From an optimization exercise on the open Yosys and OpenROAD flow, aimed at small area; shortcuts taken in it are not production practice. Only simulation tests tie the RTL to the original design; equivalence was not proved. No activity file was given, so power comes from the tool's default toggle rates.

File: flow/config.mk
export PLATFORM = sky130hd
export DESIGN_NAME = bitbang_core
export DESIGN_NICKNAME = bitbang_core
export VERILOG_FILES = /design/flow/design.v
export SDC_FILE = /design/flow/constraint.sdc
export NUM_CORES = 8
export LEC_CHECK = 0
export CAP_MARGIN = 20
export CORE_MARGIN = 2
export CORE_UTILIZATION = 70
export PLACE_DENSITY = 0.8
export SLEW_MARGIN = 20
export SYNTH_HIERARCHICAL = 1
File: flow/constraint.sdc
create_clock -name core_clock -period 10.0 [get_ports {clk}]
set_input_delay 2.0000 -clock core_clock [delete_from_list [all_inputs] [get_ports {clk}]]
set_output_delay 2.0000 -clock core_clock [all_outputs]
set_load 0.01 [all_outputs]
File: flow/design.v
module bb_aoi222 (
    input  wire [2:0] a,
    input  wire [2:0] s,
    output wire       y
);
    assign y = ~((a[0] & s[0]) | (a[1] & s[1]) | (a[2] & s[2]));
endmodule
module bb_and2 (
    input  wire a,
    input  wire b,
    output wire y
);
    assign y = a & b;
endmodule
module bb_aoi22 (
    input  wire [1:0] a,
    input  wire [1:0] s,
    output wire       y
);
    assign y = ~((a[0] & s[0]) | (a[1] & s[1]));
endmodule
module bb_nand2 (
    input  wire a,
    input  wire b,
    output wire y
);
    assign y = ~(a & b);
endmodule
module bitbang_core (
    input  wire        clk,
    input  wire        rst,           
    input  wire [10:0] host_addr,     
    input  wire        host_we,
    input  wire [31:0] host_wdata,
    input  wire        host_re,
    output reg  [31:0] host_rdata,    
    output wire        busy,
    output wire        ev_valid,
    output wire [1:0]  ev_kind,       
    output wire [2:0]  ev_role,
    output wire        ev_level,
    output wire [31:0] ev_dur,
    input  wire        ev_ack,
    input  wire        ev_fault,
    input  wire [7:0]  ev_info,
    input  wire        ev_rlevel
);
    localparam [29:0] TICKS = 30'd1000000000;
    localparam [3:0] OP_XLATE = 4'h1, OP_SPI_INIT = 4'h2, OP_SPI_FREE = 4'h3,
                     OP_SPI_XFER = 4'h4, OP_I2C_INIT = 4'h5, OP_I2C_FREE = 4'h6,
                     OP_I2C_WRITE = 4'h7, OP_I2C_READ = 4'h8, OP_I2C_WRRD = 4'h9,
                     OP_SER_INIT = 4'hA, OP_SER_FREE = 4'hB, OP_SER_WRITE = 4'hC,
                     OP_SER_READ = 4'hD;
    localparam [2:0] R_SCK = 3'd0, R_MOSI = 3'd1, R_MISO = 3'd2, R_SCL = 3'd3,
                     R_SDA = 3'd4, R_TX = 3'd5, R_RX = 3'd6;
    localparam [1:0] K_WRITE = 2'd0, K_READ = 2'd1, K_DELAY = 2'd2;
    localparam [2:0] E_OK = 3'd0, E_PIN = 3'd1, E_NACK = 3'd2, E_PARITY = 3'd3,
                     E_FRAME = 3'd4, E_CONFIG = 3'd5, E_ILLEGAL = 3'd6;
    localparam [2:0] PH_START1 = 3'd0, PH_START2 = 3'd1, PH_ADDR1 = 3'd2,
                     PH_ADDR2 = 3'd3, PH_WDATA = 3'd4, PH_RDATA = 3'd5,
                     PH_STOP = 3'd6, PH_FSTOP = 3'd7;
    reg        st_busy, st_done;
    reg [2:0]  st_err;
    reg        spi_valid, i2c_valid, ser_valid;
    reg [11:0] pinerr;               
    reg        po_sck, po_mosi, po_scl, po_sda, po_tx;
    reg [31:0] xl_rate;
    reg [29:0] xl_delay;
    reg [2:0]  spi_cfg;              
    reg [31:0] spi_rate;
    reg [28:0] spi_delay;
    reg [31:0] i2c_rate;
    reg [28:0] i2c_delay;
    reg [5:0]  ser_cfg;              
    reg [31:0] ser_rate;
    reg [29:0] ser_tbit;
    reg [7:0]  ser_rxdata;
    reg        dvp;                  
    reg [3:0]  op;
    reg [6:0]  addr7;                
    reg [7:0]  cnta, cntb;           
    reg [7:0]  bidx;                 
    reg [7:0]  sh;                   
    reg [2:0]  s;                    
    reg [3:0]  k;                    
    reg [2:0]  ph;                   
    reg        pacc;                 
    reg        stop2n;               
    reg        epin;                 
    reg        mwr, mrd;             
    reg [29:0] rem;                  
    wire [29:0] q = {cnta, cntb, sh, addr7[6:1]};
    reg        dph;                  
    reg        dbl;                  
    assign busy = st_busy;
    wire        dv_full  = (op == OP_SER_INIT) | ((op == OP_XLATE) & addr7[0]);
    reg [28:0] ser_thalf;
    reg [29:0] dv_res;               
    function [29:0] inc30(input [29:0] x, input cin, input skip);
        integer i;
        reg c, g;
        begin
            g = cin;
            c = cin;
            for (i = 0; i < 30; i = i + 1) begin
                if (skip && i == 15) begin
                    g = g & (&x[14:0]);
                    c = g;
                end
                inc30[i] = x[i] ^ c;
                c = x[i] & c;
            end
        end
    endfunction
    always @(*) begin
        ser_thalf = inc30({1'b0, ser_tbit[29:1]}, ser_tbit[0], 1'b1);
        dv_res    = inc30({q[29] & dv_full, q[28:0]}, rem != 30'd0, 1'b0);
    end
    wire       spi_cpha  = spi_cfg[0];
    wire       spi_cpol  = spi_cfg[1];
    wire       spi_lsbf  = spi_cfg[2];
    wire [1:0] ser_dbits = ser_cfg[1:0];
    wire       ser_pen   = ser_cfg[2];
    wire       ser_podd  = ser_cfg[3];
    wire       ser_stop2 = ser_cfg[4];
    wire       ser_msbf  = ser_cfg[5];
    wire [3:0] ser_n     = 4'd5 + {2'b00, ser_dbits};
    wire       f_spi  = (op == OP_SPI_XFER);
    wire       f_i2c  = (op == OP_I2C_WRITE) | (op == OP_I2C_READ) | (op == OP_I2C_WRRD);
    wire       f_tx   = (op == OP_SER_WRITE);
    wire       f_rx   = (op == OP_SER_READ);
    wire       f_ser  = f_tx | f_rx;
    wire       f_init = ~f_spi & ~f_i2c & ~f_ser;    
    wire       c_start = (k == 4'd0);
    wire       c_data  = ~c_start & (k <= ser_n);
    wire       c_par   = ser_pen & (k == ser_n + 4'd1);
    wire       c_stop  = ~c_start & ~c_data & ~c_par;
    wire       c_last  = c_stop & (stop2n | ~ser_stop2);
    wire       lsbf    = f_spi ? spi_lsbf : (f_ser & ~ser_msbf);
    wire [2:0] topb    = f_ser ? {1'b1, ser_dbits} : 3'd7;
    wire       sh_out  = lsbf ? sh[0] : sh[topb];
    function [7:0] shifted(input [7:0] v, input din);
        integer j;
        begin
            if (!lsbf) shifted = {v[6:0], din};
            else begin
                for (j = 0; j < 8; j = j + 1)
                    shifted[j] = (j == topb) ? din : ((j == 7) ? 1'b0 : v[(j + 1) % 8]);
            end
        end
    endfunction
    reg        e_valid;
    reg [1:0]  e_kind;
    reg [2:0]  e_role;
    reg        e_level;
    reg        i2c_last_step;
    wire [1:0] i2c_proc = (ph[2:1] == 2'b00) ? 2'd0 :           
                          (ph[2:1] == 2'b11) ? 2'd3 :           
                          (((ph == PH_RDATA) ^ (k == 4'd8)) ? 2'd2 : 2'd1);   
    always @(*) begin
        e_valid = 1'b1;
        e_kind  = K_WRITE;
        e_role  = R_SCK;
        e_level = 1'b1;
        i2c_last_step = 1'b0;
        if (f_spi) begin
            case ({spi_cpha, s})
                4'b0_000: begin e_role = R_MOSI; e_level = sh_out; end
                4'b0_001: e_kind = K_DELAY;
                4'b0_010: begin e_role = R_SCK; e_level = ~spi_cpol; end
                4'b0_011: begin e_kind = K_READ; e_role = R_MISO; end
                4'b0_100: e_kind = K_DELAY;
                4'b0_101: begin e_role = R_SCK; e_level = spi_cpol; end
                4'b1_000: begin e_role = R_SCK; e_level = ~spi_cpol; end
                4'b1_001: begin e_role = R_MOSI; e_level = sh_out; end
                4'b1_010: e_kind = K_DELAY;
                4'b1_011: begin e_role = R_SCK; e_level = spi_cpol; end
                4'b1_100: begin e_kind = K_READ; e_role = R_MISO; end
                default:  e_kind = K_DELAY;
            endcase
        end else if (f_i2c) begin
            case (i2c_proc)
                2'd0: case (s)    
                    3'd0: e_role = R_SDA;
                    3'd1: e_kind = K_DELAY;
                    3'd2: e_role = R_SCL;
                    3'd3: begin e_kind = K_READ; e_role = R_SCL; end
                    3'd4: e_kind = K_DELAY;
                    3'd5: begin e_role = R_SDA; e_level = 1'b0; end
                    3'd6: e_kind = K_DELAY;
                    default: begin e_role = R_SCL; e_level = 1'b0; i2c_last_step = 1'b1; end
                endcase
                2'd1: case (s)    
                    3'd0: begin
                        e_role = R_SDA;
                        e_level = (ph == PH_RDATA) ? (cntb == 8'd1) : sh[7];
                    end
                    3'd1: e_kind = K_DELAY;
                    3'd2: e_role = R_SCL;
                    3'd3: begin e_kind = K_READ; e_role = R_SCL; end
                    3'd4: e_kind = K_DELAY;
                    default: begin e_role = R_SCL; e_level = 1'b0; i2c_last_step = 1'b1; end
                endcase
                2'd2: case (s)    
                    3'd0: e_role = R_SDA;
                    3'd1: e_kind = K_DELAY;
                    3'd2: e_role = R_SCL;
                    3'd3: begin e_kind = K_READ; e_role = R_SCL; end
                    3'd4: e_kind = K_DELAY;
                    3'd5: begin e_kind = K_READ; e_role = R_SDA; end
                    default: begin e_role = R_SCL; e_level = 1'b0; i2c_last_step = 1'b1; end
                endcase
                default: case (s)    
                    3'd0: begin e_role = R_SCL; e_level = 1'b0; end
                    3'd1: begin e_role = R_SDA; e_level = 1'b0; end
                    3'd2: e_kind = K_DELAY;
                    3'd3: e_role = R_SCL;
                    3'd4: begin e_kind = K_READ; e_role = R_SCL; end
                    3'd5: e_kind = K_DELAY;
                    3'd6: e_role = R_SDA;
                    default: begin e_kind = K_DELAY; i2c_last_step = 1'b1; end
                endcase
            endcase
        end else if (f_tx) begin
            if (s == 3'd0) begin
                e_role = R_TX;
                if (c_start)     e_level = 1'b0;
                else if (c_data) e_level = sh_out;
                else if (c_par)  e_level = pacc ^ ser_podd;
            end else
                e_kind = K_DELAY;
        end else if (f_rx) begin
            if (s == 3'd0 || s == 3'd3) begin
                e_kind = K_READ; e_role = R_RX;
            end else
                e_kind = K_DELAY;
        end else begin
            e_valid = (op != OP_XLATE);
            case (op)
                OP_SPI_INIT: e_level = spi_cpol;
                OP_I2C_INIT: e_role = (s == 3'd0) ? R_SCL : R_SDA;
                default:     e_role = R_TX;
            endcase
        end
        if (!st_busy || dvp || mwr || mrd)
            e_valid = 1'b0;
    end
    assign ev_valid = e_valid;
    assign ev_kind  = e_kind;
    assign ev_role  = e_role;
    assign ev_level = e_level;
    assign ev_dur   = {2'b00, f_spi ? {1'b0, spi_delay} :
                              f_i2c ? {1'b0, i2c_delay} :
                              (f_rx && s == 3'd1) ? {1'b0, ser_thalf} : ser_tbit};
    wire ev_done = e_valid & ev_ack;
    wire ev_bad  = ev_done & ev_fault & (e_kind != K_DELAY);
    wire ev_good = ev_done & ~ev_bad;
    wire ev_wr   = (e_kind == K_WRITE);
    wire        dv_dbit  = TICKS[5'd29 - bidx[4:0]];
    wire [29:0] dv_sh    = {rem[28:0], dv_dbit};
    reg  [30:0] dv_rate;
    always @(*) begin
        case (op)
            OP_SPI_INIT: dv_rate = spi_rate[30:0];
            OP_I2C_INIT: dv_rate = i2c_rate[30:0];
            OP_SER_INIT: dv_rate = ser_rate[30:0];
            default:     dv_rate = xl_rate[30:0];
        endcase
    end
    reg  [29:0] dv_diff;
    reg         dv_fits, dv_blo;
    always @(*) begin : dvsub
        integer i;
        reg b;
        b = 1'b0;
        for (i = 0; i < 30; i = i + 1) begin
            if (i == 15) begin
                dv_blo = b;
                b = dbl;
            end
            dv_diff[i] = dv_sh[i] ^ dv_rate[i] ^ b;
            b = (~dv_sh[i] & dv_rate[i]) | (~(dv_sh[i] ^ dv_rate[i]) & b);
        end
        dv_fits = ~(b | dv_rate[30]);
    end
    wire        dv_last  = (bidx[4:0] == {4'b1110, dv_full});
    wire        aligned  = (host_addr[1:0] == 2'b00);
    wire        hw       = host_we & aligned & ~st_busy;
    wire        hw_cmd   = hw & (host_addr == 11'h000);
    wire [3:0]  c_op     = host_wdata[3:0];
    wire [7:0]  c_lena   = host_wdata[23:16];
    wire [7:0]  c_lenb   = host_wdata[31:24];
    reg         c_illegal, c_rate_bad;
    wire        xl_bad   = xl_rate[31]  | (xl_rate  == 32'd0);
    wire        spi_bad  = spi_rate[31] | (spi_rate == 32'd0);
    wire        i2c_bad  = i2c_rate[31] | (i2c_rate == 32'd0);
    wire        ser_bad  = ser_rate[31] | (ser_rate == 32'd0);
    always @(*) begin
        case (c_op)
            OP_XLATE:     c_illegal = 1'b0;
            OP_SPI_INIT:  c_illegal = spi_valid;
            OP_SPI_FREE,
            OP_SPI_XFER:  c_illegal = ~spi_valid;
            OP_I2C_INIT:  c_illegal = i2c_valid;
            OP_I2C_FREE,
            OP_I2C_WRITE,
            OP_I2C_READ:  c_illegal = ~i2c_valid;
            OP_I2C_WRRD:  c_illegal = ~i2c_valid | (({1'b0, c_lena} + {1'b0, c_lenb}) > 9'd256);
            OP_SER_INIT:  c_illegal = ser_valid;
            OP_SER_FREE,
            OP_SER_WRITE,
            OP_SER_READ:  c_illegal = ~ser_valid;
            default:      c_illegal = 1'b1;
        endcase
        case (c_op)
            OP_SPI_INIT:  c_rate_bad = spi_bad;
            OP_I2C_INIT:  c_rate_bad = i2c_bad;
            OP_SER_INIT:  c_rate_bad = ser_bad;
            default:      c_rate_bad = xl_bad;
        endcase
    end
    wire        host_bufrd = host_re & host_addr[10];
    wire        port_seq   = st_busy & ~host_bufrd;
    wire [7:0]  b_idx      = port_seq ? bidx : host_addr[9:2];
    wire        b_we       = (hw & host_addr[10]) | (port_seq & mwr);
    reg  [7:0]  b_rd;
    wire [7:0]  b_wd       = rst ? 8'd0 : (~b_we ? b_rd : (st_busy ? sh : host_wdata[7:0]));
    reg  [15:0] b_pa, b_pb;
    always @(*) begin : pdec
        integer i;
        for (i = 0; i < 16; i = i + 1) begin
            b_pa[i] = rst | (b_idx[3:0] == i[3:0]);
            b_pb[i] = rst | (b_idx[7:4] == i[3:0]);
        end
    end
    wire [255:0] b_sel;
    wire [2047:0] b_flat;
    genvar gi, gb;
    generate
        for (gi = 0; gi < 256; gi = gi + 1) begin : g_buf
            reg [7:0] m;
            always @(posedge clk)
                if (b_sel[gi])
                    m <= b_wd;
            assign b_flat[gi*8 +: 8] = m;
        end
        for (gi = 0; gi < 256; gi = gi + 1) begin : g_dec
            bb_and2 u_d (.a(b_pa[gi % 16]), .b(b_pb[gi / 16]), .y(b_sel[gi]));
        end
        for (gb = 0; gb < 8; gb = gb + 1) begin : g_rd
            wire [85:0] y;
            for (gi = 0; gi < 85; gi = gi + 1) begin : g_t
                bb_aoi222 u_t (
                    .a({b_flat[(3*gi+2)*8+gb], b_flat[(3*gi+1)*8+gb], b_flat[(3*gi)*8+gb]}),
                    .s(b_sel[3*gi+2:3*gi]),
                    .y(y[gi]));
            end
            assign y[85] = ~(b_flat[255*8+gb] & b_sel[255]);
            always @(*) b_rd[gb] = ~&y;
        end
    endgenerate
    wire        rd_reg = aligned & ~rst & (host_addr[10:7] == 4'd0);
    wire        rs_st  = rd_reg & (host_addr[6:2] == 5'h01);
    wire        rs_pe  = rd_reg & (host_addr[6:2] == 5'h02);
    wire        rs_po  = rd_reg & (host_addr[6:2] == 5'h03);
    wire        rs_xr  = rd_reg & (host_addr[6:2] == 5'h04);
    wire        rs_xd  = rd_reg & (host_addr[6:2] == 5'h05);
    wire        rs_sc  = rd_reg & (host_addr[6:2] == 5'h08);
    wire        rs_sr  = rd_reg & (host_addr[6:2] == 5'h09);
    wire        rs_sd  = rd_reg & (host_addr[6:2] == 5'h0A);
    wire        rs_ir  = rd_reg & (host_addr[6:2] == 5'h0C);
    wire        rs_id  = rd_reg & (host_addr[6:2] == 5'h0D);
    wire        rs_ec  = rd_reg & (host_addr[6:2] == 5'h10);
    wire        rs_er  = rd_reg & (host_addr[6:2] == 5'h11);
    wire        rs_et  = rd_reg & (host_addr[6:2] == 5'h12);
    wire        rs_eh  = rd_reg & (host_addr[6:2] == 5'h13);
    wire        rs_rx  = rd_reg & (host_addr[6:2] == 5'h14);
    wire        rs_bf  = aligned & ~rst & host_addr[10];
    wire [31:0] rd_val;
    wire rdt0_0, rdt0_1, rdt0_2, rdt0_3, rdt0_4, rdt0_5;
    bb_aoi222 u_rdt0_0 (.a({po_sck, pinerr[0], st_busy}), .s({rs_po, rs_pe, rs_st}), .y(rdt0_0));
    bb_aoi222 u_rdt0_1 (.a({spi_cfg[0], xl_delay[0], xl_rate[0]}), .s({rs_sc, rs_xd, rs_xr}), .y(rdt0_1));
    bb_aoi222 u_rdt0_2 (.a({i2c_rate[0], spi_delay[0], spi_rate[0]}), .s({rs_ir, rs_sd, rs_sr}), .y(rdt0_2));
    bb_aoi222 u_rdt0_3 (.a({ser_rate[0], ser_cfg[0], i2c_delay[0]}), .s({rs_er, rs_ec, rs_id}), .y(rdt0_3));
    bb_aoi222 u_rdt0_4 (.a({ser_rxdata[0], ser_thalf[0], ser_tbit[0]}), .s({rs_rx, rs_eh, rs_et}), .y(rdt0_4));
    bb_nand2 u_rdt0_5 (.a(b_rd[0]), .b(rs_bf), .y(rdt0_5));
    assign rd_val[0] = ~&{rdt0_0, rdt0_1, rdt0_2, rdt0_3, rdt0_4, rdt0_5};
    wire rdt1_0, rdt1_1, rdt1_2, rdt1_3, rdt1_4, rdt1_5;
    bb_aoi222 u_rdt1_0 (.a({po_mosi, pinerr[1], st_done}), .s({rs_po, rs_pe, rs_st}), .y(rdt1_0));
    bb_aoi222 u_rdt1_1 (.a({spi_cfg[1], xl_delay[1], xl_rate[1]}), .s({rs_sc, rs_xd, rs_xr}), .y(rdt1_1));
    bb_aoi222 u_rdt1_2 (.a({i2c_rate[1], spi_delay[1], spi_rate[1]}), .s({rs_ir, rs_sd, rs_sr}), .y(rdt1_2));
    bb_aoi222 u_rdt1_3 (.a({ser_rate[1], ser_cfg[1], i2c_delay[1]}), .s({rs_er, rs_ec, rs_id}), .y(rdt1_3));
    bb_aoi222 u_rdt1_4 (.a({ser_rxdata[1], ser_thalf[1], ser_tbit[1]}), .s({rs_rx, rs_eh, rs_et}), .y(rdt1_4));
    bb_nand2 u_rdt1_5 (.a(b_rd[1]), .b(rs_bf), .y(rdt1_5));
    assign rd_val[1] = ~&{rdt1_0, rdt1_1, rdt1_2, rdt1_3, rdt1_4, rdt1_5};
    wire rdt2_0, rdt2_1, rdt2_2, rdt2_3, rdt2_4;
    bb_aoi222 u_rdt2_0 (.a({xl_delay[2], xl_rate[2], pinerr[2]}), .s({rs_xd, rs_xr, rs_pe}), .y(rdt2_0));
    bb_aoi222 u_rdt2_1 (.a({spi_delay[2], spi_rate[2], spi_cfg[2]}), .s({rs_sd, rs_sr, rs_sc}), .y(rdt2_1));
    bb_aoi222 u_rdt2_2 (.a({ser_cfg[2], i2c_delay[2], i2c_rate[2]}), .s({rs_ec, rs_id, rs_ir}), .y(rdt2_2));
    bb_aoi222 u_rdt2_3 (.a({ser_thalf[2], ser_tbit[2], ser_rate[2]}), .s({rs_eh, rs_et, rs_er}), .y(rdt2_3));
    bb_aoi22 u_rdt2_4 (.a({b_rd[2], ser_rxdata[2]}), .s({rs_bf, rs_rx}), .y(rdt2_4));
    assign rd_val[2] = ~&{rdt2_0, rdt2_1, rdt2_2, rdt2_3, rdt2_4};
    wire rdt3_0, rdt3_1, rdt3_2, rdt3_3, rdt3_4;
    bb_aoi222 u_rdt3_0 (.a({xl_rate[3], po_scl, pinerr[3]}), .s({rs_xr, rs_po, rs_pe}), .y(rdt3_0));
    bb_aoi222 u_rdt3_1 (.a({spi_delay[3], spi_rate[3], xl_delay[3]}), .s({rs_sd, rs_sr, rs_xd}), .y(rdt3_1));
    bb_aoi222 u_rdt3_2 (.a({ser_cfg[3], i2c_delay[3], i2c_rate[3]}), .s({rs_ec, rs_id, rs_ir}), .y(rdt3_2));
    bb_aoi222 u_rdt3_3 (.a({ser_thalf[3], ser_tbit[3], ser_rate[3]}), .s({rs_eh, rs_et, rs_er}), .y(rdt3_3));
    bb_aoi22 u_rdt3_4 (.a({b_rd[3], ser_rxdata[3]}), .s({rs_bf, rs_rx}), .y(rdt3_4));
    assign rd_val[3] = ~&{rdt3_0, rdt3_1, rdt3_2, rdt3_3, rdt3_4};
    wire rdt4_0, rdt4_1, rdt4_2, rdt4_3, rdt4_4;
    bb_aoi222 u_rdt4_0 (.a({xl_rate[4], po_sda, st_err[0]}), .s({rs_xr, rs_po, rs_st}), .y(rdt4_0));
    bb_aoi222 u_rdt4_1 (.a({spi_delay[4], spi_rate[4], xl_delay[4]}), .s({rs_sd, rs_sr, rs_xd}), .y(rdt4_1));
    bb_aoi222 u_rdt4_2 (.a({ser_cfg[4], i2c_delay[4], i2c_rate[4]}), .s({rs_ec, rs_id, rs_ir}), .y(rdt4_2));
    bb_aoi222 u_rdt4_3 (.a({ser_thalf[4], ser_tbit[4], ser_rate[4]}), .s({rs_eh, rs_et, rs_er}), .y(rdt4_3));
    bb_aoi22 u_rdt4_4 (.a({b_rd[4], ser_rxdata[4]}), .s({rs_bf, rs_rx}), .y(rdt4_4));
    assign rd_val[4] = ~&{rdt4_0, rdt4_1, rdt4_2, rdt4_3, rdt4_4};
    wire rdt5_0, rdt5_1, rdt5_2, rdt5_3, rdt5_4;
    bb_aoi222 u_rdt5_0 (.a({xl_rate[5], po_tx, st_err[1]}), .s({rs_xr, rs_po, rs_st}), .y(rdt5_0));
    bb_aoi222 u_rdt5_1 (.a({spi_delay[5], spi_rate[5], xl_delay[5]}), .s({rs_sd, rs_sr, rs_xd}), .y(rdt5_1));
    bb_aoi222 u_rdt5_2 (.a({ser_cfg[5], i2c_delay[5], i2c_rate[5]}), .s({rs_ec, rs_id, rs_ir}), .y(rdt5_2));
    bb_aoi222 u_rdt5_3 (.a({ser_thalf[5], ser_tbit[5], ser_rate[5]}), .s({rs_eh, rs_et, rs_er}), .y(rdt5_3));
    bb_aoi22 u_rdt5_4 (.a({b_rd[5], ser_rxdata[5]}), .s({rs_bf, rs_rx}), .y(rdt5_4));
    assign rd_val[5] = ~&{rdt5_0, rdt5_1, rdt5_2, rdt5_3, rdt5_4};
    wire rdt6_0, rdt6_1, rdt6_2, rdt6_3;
    bb_aoi222 u_rdt6_0 (.a({xl_delay[6], xl_rate[6], st_err[2]}), .s({rs_xd, rs_xr, rs_st}), .y(rdt6_0));
    bb_aoi222 u_rdt6_1 (.a({i2c_rate[6], spi_delay[6], spi_rate[6]}), .s({rs_ir, rs_sd, rs_sr}), .y(rdt6_1));
    bb_aoi222 u_rdt6_2 (.a({ser_tbit[6], ser_rate[6], i2c_delay[6]}), .s({rs_et, rs_er, rs_id}), .y(rdt6_2));
    bb_aoi222 u_rdt6_3 (.a({b_rd[6], ser_rxdata[6], ser_thalf[6]}), .s({rs_bf, rs_rx, rs_eh}), .y(rdt6_3));
    assign rd_val[6] = ~&{rdt6_0, rdt6_1, rdt6_2, rdt6_3};
    wire rdt7_0, rdt7_1, rdt7_2, rdt7_3;
    bb_aoi222 u_rdt7_0 (.a({spi_rate[7], xl_delay[7], xl_rate[7]}), .s({rs_sr, rs_xd, rs_xr}), .y(rdt7_0));
    bb_aoi222 u_rdt7_1 (.a({i2c_delay[7], i2c_rate[7], spi_delay[7]}), .s({rs_id, rs_ir, rs_sd}), .y(rdt7_1));
    bb_aoi222 u_rdt7_2 (.a({ser_thalf[7], ser_tbit[7], ser_rate[7]}), .s({rs_eh, rs_et, rs_er}), .y(rdt7_2));
    bb_aoi22 u_rdt7_3 (.a({b_rd[7], ser_rxdata[7]}), .s({rs_bf, rs_rx}), .y(rdt7_3));
    assign rd_val[7] = ~&{rdt7_0, rdt7_1, rdt7_2, rdt7_3};
    wire rdt8_0, rdt8_1, rdt8_2, rdt8_3;
    bb_aoi222 u_rdt8_0 (.a({xl_rate[8], pinerr[4], spi_valid}), .s({rs_xr, rs_pe, rs_st}), .y(rdt8_0));
    bb_aoi222 u_rdt8_1 (.a({spi_delay[8], spi_rate[8], xl_delay[8]}), .s({rs_sd, rs_sr, rs_xd}), .y(rdt8_1));
    bb_aoi222 u_rdt8_2 (.a({ser_rate[8], i2c_delay[8], i2c_rate[8]}), .s({rs_er, rs_id, rs_ir}), .y(rdt8_2));
    bb_aoi22 u_rdt8_3 (.a({ser_thalf[8], ser_tbit[8]}), .s({rs_eh, rs_et}), .y(rdt8_3));
    assign rd_val[8] = ~&{rdt8_0, rdt8_1, rdt8_2, rdt8_3};
    wire rdt9_0, rdt9_1, rdt9_2, rdt9_3;
    bb_aoi222 u_rdt9_0 (.a({xl_rate[9], pinerr[5], i2c_valid}), .s({rs_xr, rs_pe, rs_st}), .y(rdt9_0));
    bb_aoi222 u_rdt9_1 (.a({spi_delay[9], spi_rate[9], xl_delay[9]}), .s({rs_sd, rs_sr, rs_xd}), .y(rdt9_1));
    bb_aoi222 u_rdt9_2 (.a({ser_rate[9], i2c_delay[9], i2c_rate[9]}), .s({rs_er, rs_id, rs_ir}), .y(rdt9_2));
    bb_aoi22 u_rdt9_3 (.a({ser_thalf[9], ser_tbit[9]}), .s({rs_eh, rs_et}), .y(rdt9_3));
    assign rd_val[9] = ~&{rdt9_0, rdt9_1, rdt9_2, rdt9_3};
    wire rdt10_0, rdt10_1, rdt10_2, rdt10_3;
    bb_aoi222 u_rdt10_0 (.a({xl_rate[10], pinerr[6], ser_valid}), .s({rs_xr, rs_pe, rs_st}), .y(rdt10_0));
    bb_aoi222 u_rdt10_1 (.a({spi_delay[10], spi_rate[10], xl_delay[10]}), .s({rs_sd, rs_sr, rs_xd}), .y(rdt10_1));
    bb_aoi222 u_rdt10_2 (.a({ser_rate[10], i2c_delay[10], i2c_rate[10]}), .s({rs_er, rs_id, rs_ir}), .y(rdt10_2));
    bb_aoi22 u_rdt10_3 (.a({ser_thalf[10], ser_tbit[10]}), .s({rs_eh, rs_et}), .y(rdt10_3));
    assign rd_val[10] = ~&{rdt10_0, rdt10_1, rdt10_2, rdt10_3};
    wire rdt11_0, rdt11_1, rdt11_2, rdt11_3;
    bb_aoi222 u_rdt11_0 (.a({xl_delay[11], xl_rate[11], pinerr[7]}), .s({rs_xd, rs_xr, rs_pe}), .y(rdt11_0));
    bb_aoi222 u_rdt11_1 (.a({i2c_rate[11], spi_delay[11], spi_rate[11]}), .s({rs_ir, rs_sd, rs_sr}), .y(rdt11_1));
    bb_aoi222 u_rdt11_2 (.a({ser_tbit[11], ser_rate[11], i2c_delay[11]}), .s({rs_et, rs_er, rs_id}), .y(rdt11_2));
    bb_nand2 u_rdt11_3 (.a(ser_thalf[11]), .b(rs_eh), .y(rdt11_3));
    assign rd_val[11] = ~&{rdt11_0, rdt11_1, rdt11_2, rdt11_3};
    wire rdt12_0, rdt12_1, rdt12_2, rdt12_3;
    bb_aoi222 u_rdt12_0 (.a({xl_delay[12], xl_rate[12], pinerr[8]}), .s({rs_xd, rs_xr, rs_pe}), .y(rdt12_0));
    bb_aoi222 u_rdt12_1 (.a({i2c_rate[12], spi_delay[12], spi_rate[12]}), .s({rs_ir, rs_sd, rs_sr}), .y(rdt12_1));
    bb_aoi222 u_rdt12_2 (.a({ser_tbit[12], ser_rate[12], i2c_delay[12]}), .s({rs_et, rs_er, rs_id}), .y(rdt12_2));
    bb_nand2 u_rdt12_3 (.a(ser_thalf[12]), .b(rs_eh), .y(rdt12_3));
    assign rd_val[12] = ~&{rdt12_0, rdt12_1, rdt12_2, rdt12_3};
    wire rdt13_0, rdt13_1, rdt13_2, rdt13_3;
    bb_aoi222 u_rdt13_0 (.a({xl_delay[13], xl_rate[13], pinerr[9]}), .s({rs_xd, rs_xr, rs_pe}), .y(rdt13_0));
    bb_aoi222 u_rdt13_1 (.a({i2c_rate[13], spi_delay[13], spi_rate[13]}), .s({rs_ir, rs_sd, rs_sr}), .y(rdt13_1));
    bb_aoi222 u_rdt13_2 (.a({ser_tbit[13], ser_rate[13], i2c_delay[13]}), .s({rs_et, rs_er, rs_id}), .y(rdt13_2));
    bb_nand2 u_rdt13_3 (.a(ser_thalf[13]), .b(rs_eh), .y(rdt13_3));
    assign rd_val[13] = ~&{rdt13_0, rdt13_1, rdt13_2, rdt13_3};
    wire rdt14_0, rdt14_1, rdt14_2, rdt14_3;
    bb_aoi222 u_rdt14_0 (.a({xl_delay[14], xl_rate[14], pinerr[10]}), .s({rs_xd, rs_xr, rs_pe}), .y(rdt14_0));
    bb_aoi222 u_rdt14_1 (.a({i2c_rate[14], spi_delay[14], spi_rate[14]}), .s({rs_ir, rs_sd, rs_sr}), .y(rdt14_1));
    bb_aoi222 u_rdt14_2 (.a({ser_tbit[14], ser_rate[14], i2c_delay[14]}), .s({rs_et, rs_er, rs_id}), .y(rdt14_2));
    bb_nand2 u_rdt14_3 (.a(ser_thalf[14]), .b(rs_eh), .y(rdt14_3));
    assign rd_val[14] = ~&{rdt14_0, rdt14_1, rdt14_2, rdt14_3};
    wire rdt15_0, rdt15_1, rdt15_2, rdt15_3;
    bb_aoi222 u_rdt15_0 (.a({xl_delay[15], xl_rate[15], pinerr[11]}), .s({rs_xd, rs_xr, rs_pe}), .y(rdt15_0));
    bb_aoi222 u_rdt15_1 (.a({i2c_rate[15], spi_delay[15], spi_rate[15]}), .s({rs_ir, rs_sd, rs_sr}), .y(rdt15_1));
    bb_aoi222 u_rdt15_2 (.a({ser_tbit[15], ser_rate[15], i2c_delay[15]}), .s({rs_et, rs_er, rs_id}), .y(rdt15_2));
    bb_nand2 u_rdt15_3 (.a(ser_thalf[15]), .b(rs_eh), .y(rdt15_3));
    assign rd_val[15] = ~&{rdt15_0, rdt15_1, rdt15_2, rdt15_3};
    wire rdt16_0, rdt16_1, rdt16_2;
    bb_aoi222 u_rdt16_0 (.a({spi_rate[16], xl_delay[16], xl_rate[16]}), .s({rs_sr, rs_xd, rs_xr}), .y(rdt16_0));
    bb_aoi222 u_rdt16_1 (.a({i2c_delay[16], i2c_rate[16], spi_delay[16]}), .s({rs_id, rs_ir, rs_sd}), .y(rdt16_1));
    bb_aoi222 u_rdt16_2 (.a({ser_thalf[16], ser_tbit[16], ser_rate[16]}), .s({rs_eh, rs_et, rs_er}), .y(rdt16_2));
    assign rd_val[16] = ~&{rdt16_0, rdt16_1, rdt16_2};
    wire rdt17_0, rdt17_1, rdt17_2;
    bb_aoi222 u_rdt17_0 (.a({spi_rate[17], xl_delay[17], xl_rate[17]}), .s({rs_sr, rs_xd, rs_xr}), .y(rdt17_0));
    bb_aoi222 u_rdt17_1 (.a({i2c_delay[17], i2c_rate[17], spi_delay[17]}), .s({rs_id, rs_ir, rs_sd}), .y(rdt17_1));
    bb_aoi222 u_rdt17_2 (.a({ser_thalf[17], ser_tbit[17], ser_rate[17]}), .s({rs_eh, rs_et, rs_er}), .y(rdt17_2));
    assign rd_val[17] = ~&{rdt17_0, rdt17_1, rdt17_2};
    wire rdt18_0, rdt18_1, rdt18_2;
    bb_aoi222 u_rdt18_0 (.a({spi_rate[18], xl_delay[18], xl_rate[18]}), .s({rs_sr, rs_xd, rs_xr}), .y(rdt18_0));
    bb_aoi222 u_rdt18_1 (.a({i2c_delay[18], i2c_rate[18], spi_delay[18]}), .s({rs_id, rs_ir, rs_sd}), .y(rdt18_1));
    bb_aoi222 u_rdt18_2 (.a({ser_thalf[18], ser_tbit[18], ser_rate[18]}), .s({rs_eh, rs_et, rs_er}), .y(rdt18_2));
    assign rd_val[18] = ~&{rdt18_0, rdt18_1, rdt18_2};
    wire rdt19_0, rdt19_1, rdt19_2;
    bb_aoi222 u_rdt19_0 (.a({spi_rate[19], xl_delay[19], xl_rate[19]}), .s({rs_sr, rs_xd, rs_xr}), .y(rdt19_0));
    bb_aoi222 u_rdt19_1 (.a({i2c_delay[19], i2c_rate[19], spi_delay[19]}), .s({rs_id, rs_ir, rs_sd}), .y(rdt19_1));
    bb_aoi222 u_rdt19_2 (.a({ser_thalf[19], ser_tbit[19], ser_rate[19]}), .s({rs_eh, rs_et, rs_er}), .y(rdt19_2));
    assign rd_val[19] = ~&{rdt19_0, rdt19_1, rdt19_2};
    wire rdt20_0, rdt20_1, rdt20_2;
    bb_aoi222 u_rdt20_0 (.a({spi_rate[20], xl_delay[20], xl_rate[20]}), .s({rs_sr, rs_xd, rs_xr}), .y(rdt20_0));
    bb_aoi222 u_rdt20_1 (.a({i2c_delay[20], i2c_rate[20], spi_delay[20]}), .s({rs_id, rs_ir, rs_sd}), .y(rdt20_1));
    bb_aoi222 u_rdt20_2 (.a({ser_thalf[20], ser_tbit[20], ser_rate[20]}), .s({rs_eh, rs_et, rs_er}), .y(rdt20_2));
    assign rd_val[20] = ~&{rdt20_0, rdt20_1, rdt20_2};
    wire rdt21_0, rdt21_1, rdt21_2;
    bb_aoi222 u_rdt21_0 (.a({spi_rate[21], xl_delay[21], xl_rate[21]}), .s({rs_sr, rs_xd, rs_xr}), .y(rdt21_0));
    bb_aoi222 u_rdt21_1 (.a({i2c_delay[21], i2c_rate[21], spi_delay[21]}), .s({rs_id, rs_ir, rs_sd}), .y(rdt21_1));
    bb_aoi222 u_rdt21_2 (.a({ser_thalf[21], ser_tbit[21], ser_rate[21]}), .s({rs_eh, rs_et, rs_er}), .y(rdt21_2));
    assign rd_val[21] = ~&{rdt21_0, rdt21_1, rdt21_2};
    wire rdt22_0, rdt22_1, rdt22_2;
    bb_aoi222 u_rdt22_0 (.a({spi_rate[22], xl_delay[22], xl_rate[22]}), .s({rs_sr, rs_xd, rs_xr}), .y(rdt22_0));
    bb_aoi222 u_rdt22_1 (.a({i2c_delay[22], i2c_rate[22], spi_delay[22]}), .s({rs_id, rs_ir, rs_sd}), .y(rdt22_1));
    bb_aoi222 u_rdt22_2 (.a({ser_thalf[22], ser_tbit[22], ser_rate[22]}), .s({rs_eh, rs_et, rs_er}), .y(rdt22_2));
    assign rd_val[22] = ~&{rdt22_0, rdt22_1, rdt22_2};
    wire rdt23_0, rdt23_1, rdt23_2;
    bb_aoi222 u_rdt23_0 (.a({spi_rate[23], xl_delay[23], xl_rate[23]}), .s({rs_sr, rs_xd, rs_xr}), .y(rdt23_0));
    bb_aoi222 u_rdt23_1 (.a({i2c_delay[23], i2c_rate[23], spi_delay[23]}), .s({rs_id, rs_ir, rs_sd}), .y(rdt23_1));
    bb_aoi222 u_rdt23_2 (.a({ser_thalf[23], ser_tbit[23], ser_rate[23]}), .s({rs_eh, rs_et, rs_er}), .y(rdt23_2));
    assign rd_val[23] = ~&{rdt23_0, rdt23_1, rdt23_2};
    wire rdt24_0, rdt24_1, rdt24_2;
    bb_aoi222 u_rdt24_0 (.a({spi_rate[24], xl_delay[24], xl_rate[24]}), .s({rs_sr, rs_xd, rs_xr}), .y(rdt24_0));
    bb_aoi222 u_rdt24_1 (.a({i2c_delay[24], i2c_rate[24], spi_delay[24]}), .s({rs_id, rs_ir, rs_sd}), .y(rdt24_1));
    bb_aoi222 u_rdt24_2 (.a({ser_thalf[24], ser_tbit[24], ser_rate[24]}), .s({rs_eh, rs_et, rs_er}), .y(rdt24_2));
    assign rd_val[24] = ~&{rdt24_0, rdt24_1, rdt24_2};
    wire rdt25_0, rdt25_1, rdt25_2;
    bb_aoi222 u_rdt25_0 (.a({spi_rate[25], xl_delay[25], xl_rate[25]}), .s({rs_sr, rs_xd, rs_xr}), .y(rdt25_0));
    bb_aoi222 u_rdt25_1 (.a({i2c_delay[25], i2c_rate[25], spi_delay[25]}), .s({rs_id, rs_ir, rs_sd}), .y(rdt25_1));
    bb_aoi222 u_rdt25_2 (.a({ser_thalf[25], ser_tbit[25], ser_rate[25]}), .s({rs_eh, rs_et, rs_er}), .y(rdt25_2));
    assign rd_val[25] = ~&{rdt25_0, rdt25_1, rdt25_2};
    wire rdt26_0, rdt26_1, rdt26_2;
    bb_aoi222 u_rdt26_0 (.a({spi_rate[26], xl_delay[26], xl_rate[26]}), .s({rs_sr, rs_xd, rs_xr}), .y(rdt26_0));
    bb_aoi222 u_rdt26_1 (.a({i2c_delay[26], i2c_rate[26], spi_delay[26]}), .s({rs_id, rs_ir, rs_sd}), .y(rdt26_1));
    bb_aoi222 u_rdt26_2 (.a({ser_thalf[26], ser_tbit[26], ser_rate[26]}), .s({rs_eh, rs_et, rs_er}), .y(rdt26_2));
    assign rd_val[26] = ~&{rdt26_0, rdt26_1, rdt26_2};
    wire rdt27_0, rdt27_1, rdt27_2;
    bb_aoi222 u_rdt27_0 (.a({spi_rate[27], xl_delay[27], xl_rate[27]}), .s({rs_sr, rs_xd, rs_xr}), .y(rdt27_0));
    bb_aoi222 u_rdt27_1 (.a({i2c_delay[27], i2c_rate[27], spi_delay[27]}), .s({rs_id, rs_ir, rs_sd}), .y(rdt27_1));
    bb_aoi222 u_rdt27_2 (.a({ser_thalf[27], ser_tbit[27], ser_rate[27]}), .s({rs_eh, rs_et, rs_er}), .y(rdt27_2));
    assign rd_val[27] = ~&{rdt27_0, rdt27_1, rdt27_2};
    wire rdt28_0, rdt28_1, rdt28_2;
    bb_aoi222 u_rdt28_0 (.a({spi_rate[28], xl_delay[28], xl_rate[28]}), .s({rs_sr, rs_xd, rs_xr}), .y(rdt28_0));
    bb_aoi222 u_rdt28_1 (.a({i2c_delay[28], i2c_rate[28], spi_delay[28]}), .s({rs_id, rs_ir, rs_sd}), .y(rdt28_1));
    bb_aoi222 u_rdt28_2 (.a({ser_thalf[28], ser_tbit[28], ser_rate[28]}), .s({rs_eh, rs_et, rs_er}), .y(rdt28_2));
    assign rd_val[28] = ~&{rdt28_0, rdt28_1, rdt28_2};
    wire rdt29_0, rdt29_1;
    bb_aoi222 u_rdt29_0 (.a({spi_rate[29], xl_delay[29], xl_rate[29]}), .s({rs_sr, rs_xd, rs_xr}), .y(rdt29_0));
    bb_aoi222 u_rdt29_1 (.a({ser_tbit[29], ser_rate[29], i2c_rate[29]}), .s({rs_et, rs_er, rs_ir}), .y(rdt29_1));
    assign rd_val[29] = ~&{rdt29_0, rdt29_1};
    wire rdt30_0, rdt30_1;
    bb_aoi222 u_rdt30_0 (.a({i2c_rate[30], spi_rate[30], xl_rate[30]}), .s({rs_ir, rs_sr, rs_xr}), .y(rdt30_0));
    bb_nand2 u_rdt30_1 (.a(ser_rate[30]), .b(rs_er), .y(rdt30_1));
    assign rd_val[30] = ~&{rdt30_0, rdt30_1};
    wire rdt31_0, rdt31_1;
    bb_aoi222 u_rdt31_0 (.a({i2c_rate[31], spi_rate[31], xl_rate[31]}), .s({rs_ir, rs_sr, rs_xr}), .y(rdt31_0));
    bb_nand2 u_rdt31_1 (.a(ser_rate[31]), .b(rs_er), .y(rdt31_1));
    assign rd_val[31] = ~&{rdt31_0, rdt31_1};
    always @(posedge clk)
        if (rst | host_re)
            host_rdata <= rd_val;
    wire [31:0] hwd     = host_wdata & {32{~rst}};
    wire [29:0] dres    = dv_res & {30{~rst}};
    wire        w_xlr   = hw & (host_addr == 11'h010);
    wire        w_spic  = hw & (host_addr == 11'h020) & ~spi_valid;
    wire        w_spir  = hw & (host_addr == 11'h024) & ~spi_valid;
    wire        w_i2cr  = hw & (host_addr == 11'h030) & ~i2c_valid;
    wire        w_serc  = hw & (host_addr == 11'h040) & ~ser_valid;
    wire        w_serr  = hw & (host_addr == 11'h044) & ~ser_valid;
    wire        init_ok = st_busy & f_init & ~dvp &
                          ((op == OP_XLATE) | (ev_good & ~((op == OP_I2C_INIT) & (s == 3'd0))));
    always @(posedge clk) begin
        if (rst | w_xlr)  xl_rate  <= hwd;
        if (rst | w_spic) spi_cfg  <= hwd[2:0];
        if (rst | w_spir) spi_rate <= hwd;
        if (rst | w_i2cr) i2c_rate <= hwd;
        if (rst | w_serc) ser_cfg  <= {hwd[5:2], host_wdata[1:0] | {2{rst}}};
        if (rst | w_serr) ser_rate <= hwd;
        if (rst | (init_ok & (op == OP_XLATE)))    xl_delay  <= dres;
        if (rst | (init_ok & (op == OP_SPI_INIT))) spi_delay <= dres[28:0];
        if (rst | (init_ok & (op == OP_I2C_INIT))) i2c_delay <= dres[28:0];
        if (rst | (init_ok & (op == OP_SER_INIT))) ser_tbit  <= dres;
    end
    task finish(input [2:0] code);
        begin
            st_err  <= code;
            st_done <= 1'b1;
            st_busy <= 1'b0;
        end
    endtask
    task finish_pin(input [11:0] pin);
        begin
            finish(E_PIN);
            pinerr <= pin;
        end
    endtask
    wire [11:0] ev_pin = {ev_info, ev_wr, e_role};
    always @(posedge clk) begin
        if (rst) begin
            st_busy    <= 1'b0;
            st_done    <= 1'b0;
            st_err     <= 3'd0;
            spi_valid  <= 1'b0;
            i2c_valid  <= 1'b0;
            ser_valid  <= 1'b0;
            pinerr     <= 12'd0;
            po_sck     <= 1'b0;
            po_mosi    <= 1'b0;
            po_scl     <= 1'b1;
            po_sda     <= 1'b1;
            po_tx      <= 1'b1;
            ser_rxdata <= 8'd0;
        end else begin
            if (ev_good && ev_wr) begin
                case (e_role)
                    R_SCK:  po_sck  <= e_level;
                    R_MOSI: po_mosi <= e_level;
                    R_SCL:  po_scl  <= e_level;
                    R_SDA:  po_sda  <= e_level;
                    R_TX:   po_tx   <= e_level;
                    default: ;
                endcase
            end
            if (!st_busy) begin
                if (hw_cmd) begin
                    op      <= c_op;
                    addr7   <= host_wdata[10:4];
                    cnta    <= c_lena;
                    cntb    <= c_lenb;
                    st_done <= 1'b0;
                    st_err  <= 3'd0;
                    bidx    <= 8'd0;
                    s       <= 3'd0;
                    k       <= 4'd0;
                    ph      <= PH_START1;
                    sh      <= (c_op == OP_SER_READ) ? 8'd0 : c_lena;
                    pacc    <= 1'b0;
                    stop2n  <= 1'b0;
                    rem     <= 30'd0;
                    mwr     <= 1'b0;
                    mrd     <= (c_op == OP_SPI_XFER);
                    dph     <= 1'b0;
                    dvp     <= (c_op == OP_XLATE) | (c_op == OP_SPI_INIT) |
                               (c_op == OP_I2C_INIT) | (c_op == OP_SER_INIT);
                    if (c_illegal) begin
                        finish(E_ILLEGAL);
                    end else begin
                        case (c_op)
                            OP_XLATE, OP_SPI_INIT, OP_I2C_INIT, OP_SER_INIT: begin
                                if (c_rate_bad) finish(E_CONFIG);
                                else st_busy <= 1'b1;
                            end
                            OP_SPI_FREE: begin spi_valid <= 1'b0; finish(E_OK); end
                            OP_I2C_FREE: begin i2c_valid <= 1'b0; finish(E_OK); end
                            OP_SER_FREE: begin ser_valid <= 1'b0; finish(E_OK); end
                            OP_SPI_XFER: begin
                                if (c_lena == 8'd0) finish(E_OK);
                                else st_busy <= 1'b1;
                            end
                            default: st_busy <= 1'b1;    
                        endcase
                    end
                end
            end else if (mwr) begin
                if (port_seq) begin
                    mwr  <= 1'b0;
                    bidx <= bidx + 8'd1;
                    if (f_spi) begin
                        cnta <= cnta - 8'd1;
                        if (cnta == 8'd1) finish(E_OK);
                        else mrd <= 1'b1;
                    end else begin
                        cntb <= cntb - 8'd1;
                        if (cntb == 8'd1) ph <= PH_STOP;
                    end
                end
            end else if (mrd) begin
                if (port_seq) begin
                    mrd <= 1'b0;
                    sh  <= b_rd;
                end
            end else if (f_init) begin
                if (dvp) begin
                    dph <= ~dph;
                    dbl <= dv_blo;
                    if (dph) begin
                        bidx <= bidx + 8'd1;
                        rem  <= dv_fits ? dv_diff : dv_sh;
                        {cnta, cntb, sh, addr7[6:1]} <= {q[28:0], dv_fits};
                        if (dv_last) dvp <= 1'b0;
                    end
                end else if (op == OP_XLATE) begin
                    finish(E_OK);
                end else if (ev_done) begin
                    if (ev_bad) finish_pin(ev_pin);
                    else if (op == OP_I2C_INIT && s == 3'd0) s <= 3'd1;
                    else begin
                        finish(E_OK);
                        case (op)
                            OP_SPI_INIT: spi_valid <= 1'b1;
                            OP_I2C_INIT: i2c_valid <= 1'b1;
                            default:     ser_valid <= 1'b1;
                        endcase
                    end
                end
            end else if (f_spi) begin
                if (ev_done) begin
                    if (ev_bad) finish_pin(ev_pin);
                    else begin
                        if (s == (spi_cpha ? 3'd4 : 3'd3))
                            sh <= shifted(sh, ev_rlevel);
                        if (s != 3'd5) s <= s + 3'd1;
                        else begin
                            s <= 3'd0;
                            k <= {1'b0, k[2:0] + 3'd1};
                            if (k[2:0] == 3'd7) mwr <= 1'b1;
                        end
                    end
                end
            end else if (f_i2c) begin
                if (ev_done) begin
                    if (ev_bad) begin
                        if (ph == PH_FSTOP) begin
                            if (epin) finish_pin({sh, k});
                            else finish(E_NACK);
                        end else if (ph == PH_STOP)
                            finish_pin(ev_pin);
                        else begin
                            epin <= 1'b1;
                            sh   <= ev_info;
                            k    <= {ev_wr, e_role};
                            ph   <= PH_FSTOP;
                            s    <= 3'd0;
                        end
                    end else if (e_kind == K_READ && e_role == R_SCL && !ev_rlevel) begin
                    end else if (!i2c_last_step) begin
                        s <= s + 3'd1;
                        if ((i2c_proc == 2'd1 && s == 3'd0 && ph != PH_RDATA) ||
                            (i2c_proc == 2'd2 && s == 3'd5))
                            sh <= {sh[6:0], ev_rlevel};
                    end else begin
                        s <= 3'd0;
                        case (ph)
                            PH_START1, PH_START2: begin
                                ph <= (ph == PH_START1) ? PH_ADDR1 : PH_ADDR2;
                                sh <= {addr7, (ph == PH_START2) || (op == OP_I2C_READ)};
                                k  <= 4'd0;
                            end
                            PH_STOP: finish(E_OK);
                            PH_FSTOP: begin
                                if (epin) finish_pin({sh, k});
                                else finish(E_NACK);
                            end
                            PH_RDATA: begin
                                if (k != 4'd8) k <= k + 4'd1;
                                else begin
                                    k   <= 4'd0;
                                    mwr <= 1'b1;
                                end
                            end
                            default: begin   
                                if (k != 4'd8) k <= k + 4'd1;
                                else begin
                                    k <= 4'd0;
                                    if (sh[0]) begin
                                        epin <= 1'b0;
                                        ph   <= PH_FSTOP;
                                    end else if (ph == PH_ADDR2 || op == OP_I2C_READ) begin
                                        ph <= (cntb != 8'd0) ? PH_RDATA : PH_STOP;
                                    end else begin
                                        if (ph == PH_WDATA) begin
                                            bidx <= bidx + 8'd1;
                                            cnta <= cnta - 8'd1;
                                        end
                                        if ((ph == PH_WDATA) ? (cnta != 8'd1) : (cnta != 8'd0)) begin
                                            ph  <= PH_WDATA;
                                            mrd <= 1'b1;
                                        end else
                                            ph <= (op == OP_I2C_WRRD) ? PH_START2 : PH_STOP;
                                    end
                                end
                            end
                        endcase
                    end
                end
            end else if (f_tx) begin
                if (ev_done) begin
                    if (ev_bad) finish_pin(ev_pin);
                    else if (s == 3'd0) begin
                        s <= 3'd1;
                        if (c_data) begin
                            pacc <= pacc ^ sh_out;
                            sh   <= shifted(sh, 1'b0);
                        end
                    end else begin
                        s <= 3'd0;
                        if (c_last) finish(E_OK);
                        else if (c_stop) stop2n <= 1'b1;
                        else k <= k + 4'd1;
                    end
                end
            end else begin
                if (ev_done) begin
                    if (ev_bad) finish_pin(ev_pin);
                    else case (s)
                        3'd0: if (!ev_rlevel) s <= 3'd1;
                        3'd1: begin s <= 3'd2; k <= 4'd1; end
                        3'd2: s <= 3'd3;
                        default: begin
                            s <= 3'd2;
                            if (c_data) begin
                                sh   <= shifted(sh, ev_rlevel);
                                pacc <= pacc ^ ev_rlevel;
                                k    <= k + 4'd1;
                            end else if (c_par) begin
                                if (ev_rlevel != (pacc ^ ser_podd)) finish(E_PARITY);
                                else k <= k + 4'd1;
                            end else begin
                                if (!ev_rlevel) finish(E_FRAME);
                                else if (c_last) begin
                                    ser_rxdata <= sh;
                                    finish(E_OK);
                                end else stop2n <= 1'b1;
                            end
                        end
                    endcase
                end
            end
        end
    end
endmodule
File: flow/flow/run.sh
#!/bin/bash
# The standard layout (the standard.sh, unchanged synthesis), with two
# options passed to ORFS through its environment:
# - clock tree: clkbuf_16 sink clusters of at most 22 flip-flops within 100 um,
#   without the dummy loads CTS adds to balance the tree;
# - port buffers: sky130_fd_sc_hd__buf_1.
set -euo pipefail
export CTS_ARGS="-sink_clustering_enable -repair_clock_nets -sink_clustering_size 22 -sink_clustering_max_diameter 100 -buf_list sky130_fd_sc_hd__clkbuf_16 -dont_use_dummy_load"
export BUFFER_PORTS_ARGS="-buffer_cell sky130_fd_sc_hd__buf_1"
bash standard.sh > flow.log 2>&1
File: flow/standard.sh
#!/bin/bash
# synth_recipe.tcl (not shown) runs the flow's synth.tcl, then flattens the netlist and writes it again
# the make line also repeats each setting of config.mk as NAME=value (left out here)
make -C /OpenROAD-flow-scripts/flow DESIGN_CONFIG=/design/flow/config.mk WORK_HOME=/design/flow/orfs CLKGATE_MAP_FILE= SYNTH_SCRIPT=/design/flow/synth_recipe.tcl "${@:-finish}"
==> results of run 1 <==
## cell families (layout without fill, tap and decap cells)
logic type | count (synthesis) | count (layout) | share of synthesized area, %
buffers and inverters | 189 | 413 | 0.780
AND/OR/NAND/NOR | 1293 | 1293 | 7.40
AO/OA/AOI/OAI | 1296 | 1296 | 11.9
XOR/XNOR | 19 | 19 | 0.174
adder cells (fa/ha/maj) | 125 | 125 | 1.87
flip-flops | 2459 | 2459 | 77.0
multiplexers | 81 | 81 | 0.869
other | 1 | 26 | 0.00393
## layout make-up
type | count | area (um^2) | share of cell area [%]
flip-flops and latches | 2459 | 73500 | 72.0
well taps | 1781 | 2230 | 2.18
multi-input cells | 2816 | 21500 | 21.1
diodes | 24 | 60.1 | 0.0588
clock buffers | 130 | 3250 | 3.18
repair buffers | 226 | 1380 | 1.35
inverters | 57 | 214 | 0.209
## cell usage after synthesis, types with 17 or more instances
| cell | count |
|---|---|
| sky130_fd_sc_hd__a31oi_1 | 17 |
| sky130_fd_sc_hd__fa_1 | 30 |
| sky130_fd_sc_hd__dfxtp_1 | 33 |
| sky130_fd_sc_hd__nor4_1 | 83 |
| sky130_fd_sc_hd__o21ai_0 | 113 |
| sky130_fd_sc_hd__a222oi_1 | 810 |
| sky130_fd_sc_hd__and2_1 | 264 |
| sky130_fd_sc_hd__o211ai_1 | 18 |
| sky130_fd_sc_hd__nand3_1 | 67 |
| sky130_fd_sc_hd__nor2_1 | 138 |
| sky130_fd_sc_hd__edfxtp_1 | 2426 |
| sky130_fd_sc_hd__nor3_1 | 44 |
| sky130_fd_sc_hd__mux2i_1 | 66 |
| sky130_fd_sc_hd__nand2_1 | 288 |
| sky130_fd_sc_hd__clkbuf_1 | 102 |
| sky130_fd_sc_hd__a21oi_1 | 107 |
| sky130_fd_sc_hd__and3_1 | 18 |
| sky130_fd_sc_hd__ha_1 | 95 |
| sky130_fd_sc_hd__a22oi_1 | 39 |
| sky130_fd_sc_hd__a211oi_1 | 33 |
| sky130_fd_sc_hd__inv_1 | 55 |
| sky130_fd_sc_hd__nand4_1 | 207 |
| sky130_fd_sc_hd__nor2b_1 | 74 |
| sky130_fd_sc_hd__nand2b_1 | 29 |
## metal layers
| layer | vias to the layer above | track usage, % | wire length, um |
|---|---|---|---|
| met5 | - | 0 | 28 |
| met4 | 4 | 16.1 | 13000 |
| met3 | 702 | 7.41 | 32800 |
| met2 | 4604 | 53.1 | 114000 |
| met1 | 29000 | 50.2 | 88300 |
| li1 | 24200 | - | - |
## modules after synthesis, one instance, submodules excluded
module	area [um^2]	times used
bb_and2	6.26	256
bb_aoi22	12.5	8
bb_aoi222	10.0	780
bb_nand2	3.75	9
bitbang_core	85900	1
## power by group through the flow
stage                     registers, uW  clock network [uW]  logic (uW)
after floorplan                   12200                   0         736
after global placement            12200                   0        1210
after detailed placement          12200                   0        1260
after CTS                         12000                5300        1260
after global routing              12000                5610        1360
final                             12000                5290        1290
## flip-flops by register name (all words and copies together), names as in the netlist, 8 cells and up
| register | cells |
|---|---|
| cnta | 8 |
| i2c_delay | 29 |
| ser_rxdata | 8 |
| xl_delay | 30 |
| sh | 8 |
| spi_rate | 32 |
| g_buf.m | 2048 |
| bidx | 8 |
| spi_delay | 29 |
| i2c_rate | 32 |
| rem | 30 |
| host_rdata | 32 |
| cntb | 8 |
| ser_rate | 32 |
| ser_tbit | 30 |
| xl_rate | 32 |
| pinerr | 12 |
## how the worst max path moves through the flow
| stage | from | to | slack, ns | depth (start not counted) |
|---|---|---|---|---|
| CTS | op[2] | rem[9] | 1.05 | 25 |
| detailed placement | op[2] | rem[9] | 1.00 | 25 |
| floorplan | host_re | g_buf[0].m[6] | -0.96 | 13 |
| global placement | op[2] | rem[29] | 1.17 | 25 |
| finish | op[2] | rem[9] | 0.96 | 25 |
| global route | op[2] | rem[3] | 0.63 | 25 |
## per-stage QoR
| step | total power, uW | TNS, ns | cells | hold WS, ns |
|---|---|---|---|---|
| after floorplan | 12900 | -244.95 | 5464 | 0.443 |
| after detailed placement | 13500 | 0 | 7335 | 0.498 |
| after global routing | 19000 | 0 | 7479 | 0.563 |
| final | 18600 | 0 | 7493 | 0.530 |
| after global placement | 13400 | 0 | 7334 | 0.492 |
| after CTS | 18600 | 0 | 7465 | 0.531 |
==> run_results.csv, run 1 <==
group,metric,value,unit
detailed_routing,first_iter_violations,13000,
detailed_routing,drt_first_pass_iters,17,
logic_synthesis,synth_enable_flop_cells,2426,
grt,antenna_found_initial,23,
logic_synthesis,async_set_reset_flop_share_out_of_synthesis,0,%
pwr,peakVddDrop,0.219,mV
clocking,cts_max_path_buffers,3,
setup_path,cp_top_family,"adder cells",
cells_and_area,final_net_count,5873,
pwr,total_switching_power,4120,uW
grt,global_route.overflow_total,0,
logic_synthesis,synth_area_per_cell,17.5,um^2
setup_path,crit_buf_inv,4,
grt,grt_usage,35.1,%
floorplan,die_area,0.139,mm^2
clocking,post_cts_buffers,0,
placement,place.port_buffers,127,
setup_path,reg2reg_from,"op[2]",
sta,worst-slew-pin-transition,1.19,ns
setup_path,r2r.worst_path.cells,25,
pwr,power.share.switching,22.2,%
logic_synthesis,yosys.cell_types.count,93,
clocking,total_number_of_clock_tree_sinks,2459,
cells_and_area,most_frequent_standard_cell_in_the_layout_excluding_fill_and_tap_cells,"sky130_fd_sc_hd__edfxtp_1",
clocking,tritoncts,"done",
sta,setup-violations-final,0,
detailed_routing,route.detailed.vias_per_inst,7.82,
setup_path,critical_path_peak_fanout,29,
floorplan,ios,130,
detailed_routing,ant_nets,0,
logic_synthesis,synthesis.area,0.0955,mm^2
setup_path,cell_type_with_the_highest_occurrence_count_on_the_critical_path,"sky130_fd_sc_hd__fa_1",
setup_path,critPathRequiredTime,10.63,ns
sta,fmax,111,MHz
clocking,cts.reportedPaths.clkPinSlew,0.09,ns
placement,place_area,0.0987,mm^2
worst_hold_path,hold_path_depth,1,
detailed_routing,remaining_drc_errors,0,
sta,slew_viols_final,0,
logic_synthesis,synthCells,5463,
cells_and_area,final_util,75.4,%
cells_and_area,final_layout_size_suffix_gt1_share,5.61,%
grt,global_route_wire_length_before_repair,363000,um
setup_path,critical_path.startpoint_type,"flop",
logic_synthesis,ys_dominant_reg_cell,"sky130_fd_sc_hd__edfxtp_1",
grt,grt_pass1_vias,55300,
clocking,holdBufCountCts,0,
pwr,seq_power_share,64.6,%
floorplan,initial_utilization,70.5,%
floorplan,coreArea,0.135,mm^2
worst_hold_path,hold_class,"reg -> reg",
floorplan,placementRows,135,
job,cap_viol_max_count,0,
worst_hold_path,hp-start,"pinerr[1]",
clocking,cell_chosen_for_the_clock_root,"sky130_fd_sc_hd__clkbuf_16",
worst_hold_path,capture_endpoint_of_the_worst_hold_path,"pinerr[1]",
setup_path,r2r_setup_slack,0.96,ns
cells_and_area,fillers,7726,
sta,hold_viol,0,
sta,worst_slack,0.960,ns
detailed_routing,dr_total_vias,58600,
clocking,htreeDepth,4,
logic_synthesis,synth.yosys.seq_area_share,77.0,%
sta,finalCriticalPeriod,9.04,ns
logic_synthesis,synth_largest_type_area_fraction,76.3,%
logic_synthesis,synth_area_leaders,"sky130_fd_sc_hd__edfxtp_1, sky130_fd_sc_hd__a222oi_1, sky130_fd_sc_hd__and2_1",
setup_path,crit-reg2reg-capture,"rem[9]",
sta,period_share,90.4,%
pwr,power_density,182,mW/mm^2
placement,dp_hpwl,153000,um
clocking,clock_latency,0.80,ns
cells_and_area,final_cell_area,0.102,mm^2
placement,pre_cts_ws,1.00,ns
clocking,cts_made_buffers,130,
detailed_routing,wirelength,248000,um
pwr,cellLeakagePower,0.0323,uW
pwr,internal_power,14500,uW
sta,max-slew-margin-rel,20.1,%
floorplan,die-width,373,um
cells_and_area,final_cell_mix,"sky130_fd_sc_hd__edfxtp_1, sky130_fd_sc_hd__a222oi_1, sky130_fd_sc_hd__nand2_1",
run_status,run_status,"no timing/DRC/antenna violations",
pwr,combinationalPowerShare,6.9,%
setup_path,cp-end-kind,"flop",
setup_path,cpPeakStageDelay,0.72,ns
detailed_routing,route.detailed.wl_per_inst,33.1,um
setup_path,worst-setup-path-type,"reg -> reg",
floorplan,die_h,373,um
logic_synthesis,synth_top_area_cell,"sky130_fd_sc_hd__edfxtp_1",
placement,globalplace.congestion,1.01,
cells_and_area,syn2layout_area_growth,6.99,%
clocking,cts_repair_resize_count,0,
setup_path,critical_path.slowest_cell,"sky130_fd_sc_hd__edfxtp_1",
logic_synthesis,synth.ff_latch_count,2459,
grt,pin_count_of_the_biggest_net_entering_global_routing,257,
sta,worst_clock_skew,0.0639,ns
sta,rsz0062_at_grt,"no",
pwr,pwr-share-clk,28.5,%
logic_synthesis,total_of_warnings_raised_by_yosys,7,
setup_path,crit_arrival,9.67,ns
==> run 2, diff against run 1 <==
==> flow/flow/run.sh (replaced) <==
#!/bin/bash
# The standard layout (the standard.sh, unchanged synthesis), with two
# options passed to ORFS through its environment:
# - clock tree: clkbuf_16 sink clusters of at most 27 flip-flops within 85 um,
#   without the dummy loads CTS adds to balance the tree;
# - port buffers: sky130_fd_sc_hd__buf_1.
set -euo pipefail
export CTS_ARGS="-sink_clustering_enable -repair_clock_nets -sink_clustering_size 27 -sink_clustering_max_diameter 85 -buf_list sky130_fd_sc_hd__clkbuf_16 -dont_use_dummy_load"
export BUFFER_PORTS_ARGS="-buffer_cell sky130_fd_sc_hd__buf_1"
bash standard.sh > flow.log 2>&1
==> run_results.csv, run 2 <==
group,metric,value,unit
run_status,run_status,"no timing/DRC/antenna violations",
detailed_routing,dr_total_vias,58400,
sta,max-slew-margin-rel,21.8,%
floorplan,ios,130,
clocking,total_number_of_clock_tree_sinks,2459,
logic_synthesis,synth_area_per_cell,17.5,um^2
detailed_routing,remaining_drc_errors,0,
placement,dp_hpwl,153000,um
setup_path,cp_top_family,"adder cells",
clocking,cell_chosen_for_the_clock_root,"sky130_fd_sc_hd__clkbuf_16",
grt,global_route_wire_length_before_repair,360000,um
clocking,htreeDepth,3,
setup_path,cp-end-kind,"flop",
pwr,peakVddDrop,0.225,mV
logic_synthesis,total_of_warnings_raised_by_yosys,7,
logic_synthesis,synthCells,5463,
pwr,power_density,177,mW/mm^2
floorplan,placementRows,135,
logic_synthesis,synth_largest_type_area_fraction,76.3,%
cells_and_area,final_layout_size_suffix_gt1_share,5.21,%
setup_path,crit_arrival,9.60,ns
placement,place.port_buffers,127,
cells_and_area,registers.top_by_ff_count,"g_buf.m",
grt,grtUsageMet3,6.65,%
logic_synthesis,async_set_reset_flop_share_out_of_synthesis,0,%
setup_path,cell_type_with_the_highest_occurrence_count_on_the_critical_path,"sky130_fd_sc_hd__fa_1",
floorplan,initial_utilization,70.5,%
cells_and_area,final_util,74.9,%
job,cap_viol_max_count,0,
clocking,tritoncts,"done",
cells_and_area,largest_register_ffs,2048,
floorplan,coreArea,0.135,mm^2
clocking,clock_latency,0.78,ns
logic_synthesis,yosysMostFrequentCell,"sky130_fd_sc_hd__edfxtp_1",
logic_synthesis,synth_enable_flop_cells,2426,
clocking,cts_made_buffers,104,
setup_path,critical_path.slowest_cell,"sky130_fd_sc_hd__edfxtp_1",
setup_path,critPathRequiredTime,10.58,ns
pwr,power.share.switching,22.2,%
logic_synthesis,synth_common_cells,"sky130_fd_sc_hd__edfxtp_1, sky130_fd_sc_hd__a222oi_1, sky130_fd_sc_hd__nand2_1",
cells_and_area,fillers,7815,
clocking,cts.reportedPaths.clkPinSlew,0.11,ns
detailed_routing,ant_nets,0,
pwr,seq_power_share,66.7,%
placement,dpl.cell_count,7335,
sta,worst_clock_skew,0.0917,ns
setup_path,worst-setup-path-type,"reg -> reg",
logic_synthesis,ys_dominant_reg_cell,"sky130_fd_sc_hd__edfxtp_1",
detailed_routing,route.detailed.vias_per_inst,7.83,
## run 2: cell types whose count changed in the layout (fill, tap and decap cells not counted), sizes merged
cell    change
buf         +1
clkbuf     -26
diode       -7
## run 2: cells by family (layout without fill, tap and decap cells)
| family | Yosys count | after routing | share of synthesized area (%) |
|---|---|---|---|
| flops | 2459 | 2459 | 77.0 |
| fa+ha+maj | 125 | 125 | 1.87 |
| other cells | 1 | 19 | 0.00393 |
| xor+xnor | 19 | 19 | 0.174 |
| buf+inv | 189 | 388 | 0.780 |
| mux | 81 | 81 | 0.869 |
| compound gates | 1296 | 1296 | 11.9 |
| simple gates | 1293 | 1293 | 7.40 |
## run 2: worst min-delay path, delay by kind of cell (launching register included)
kind | cells | cell delay, ns
AOI/OAI and AO/OA | 1 | 0.05
DFF | 1 | 0.34
and+or+nand+nor | 1 | 0.10
## run 2: layout make-up
type | instances | area share [%]
sequential | 2459 | 72.4
multi-input combinational | 2816 | 21.2
clock buffer | 104 | 2.56
tap | 1781 | 2.20
timing repair buffer | 227 | 1.38
inverter | 57 | 0.211
antenna | 17 | 0.0419
## run 2: per-layer routing
layer,vias to the layer above,part of all wire (%)
met5,-,0.0053
met4,2,5.1
met3,649,13
met2,4575,46
met1,29000,36
li1,24200,-
## run 2: path summary, 6_finish.rpt
path | start | end | slack (ns) | cells after the start
worst max-delay path | op[2] | rem[9] | 0.99 | 25
worst min-delay path | po_mosi | po_mosi | 0.53 | 2
worst max register to register | op[2] | rem[9] | 0.99 | 25
worst min register to register | po_mosi | po_mosi | 0.53 | 2
## run 2: per-stage QoR
step	total power [uW]	worst slack (ns)	TNS [ns]	hold slack [ns]
after floorplan	12900	-0.957	-244.95	0.443
after global placement	13400	1.17	0	0.492
after detailed placement	13500	1.00	0	0.498
after CTS	18000	1.06	0	0.531
after global routing	18400	0.643	0	0.558
final	18000	0.986	0	0.535
## run 2: power by group through the flow
| stage | registers (uW) | clock network (uW) | logic (uW) |
|---|---|---|---|
| after floorplan | 12200 | 0 | 736 |
| after global placement | 12200 | 0 | 1210 |
| after detailed placement | 12200 | 0 | 1260 |
| after CTS | 12000 | 4710 | 1260 |
| after global routing | 12000 | 5020 | 1360 |
| final | 12000 | 4710 | 1290 |
## run 2: modules after synthesis, one instance, submodules excluded
module	times used	cells inside	area, um^2
bb_nand2	9	1	3.75
bb_and2	256	1	6.26
bb_aoi222	780	1	10.0
bb_aoi22	8	1	12.5
bitbang_core	1	4410	85900

[re-timing with driven ports]
The results above use ideal ports. As a check the final layouts listed here were re-extracted and re-timed, cells and wires unchanged. Step 1: set_driving_cell puts a clkbuf_16 on clk and a buf_2 on each other input, an assumption about the parent block. Step 2, shift: input delay + t, output delay - t, t = (earliest + latest rising clock arrival at the registers) / 2. This alone moves slack from input paths to output paths. Slacks: ideal / step 1 / step 2; pairs: ideal / step 1.
| run | shift t [ns] | slack for setup (ns) | worst setup path after step 2 | latest minus earliest clock arrival (ns) |
|---|---|---|---|---|
| run 1 | 0.847 | 0.960 / 0.960 / 0.960 | register to register | 0.064 / 0.064 |
| run 2 | 0.814 | 0.986 / 0.986 / 0.986 | register to register | 0.093 / 0.092 |
After both steps every run listed still meets setup and hold.
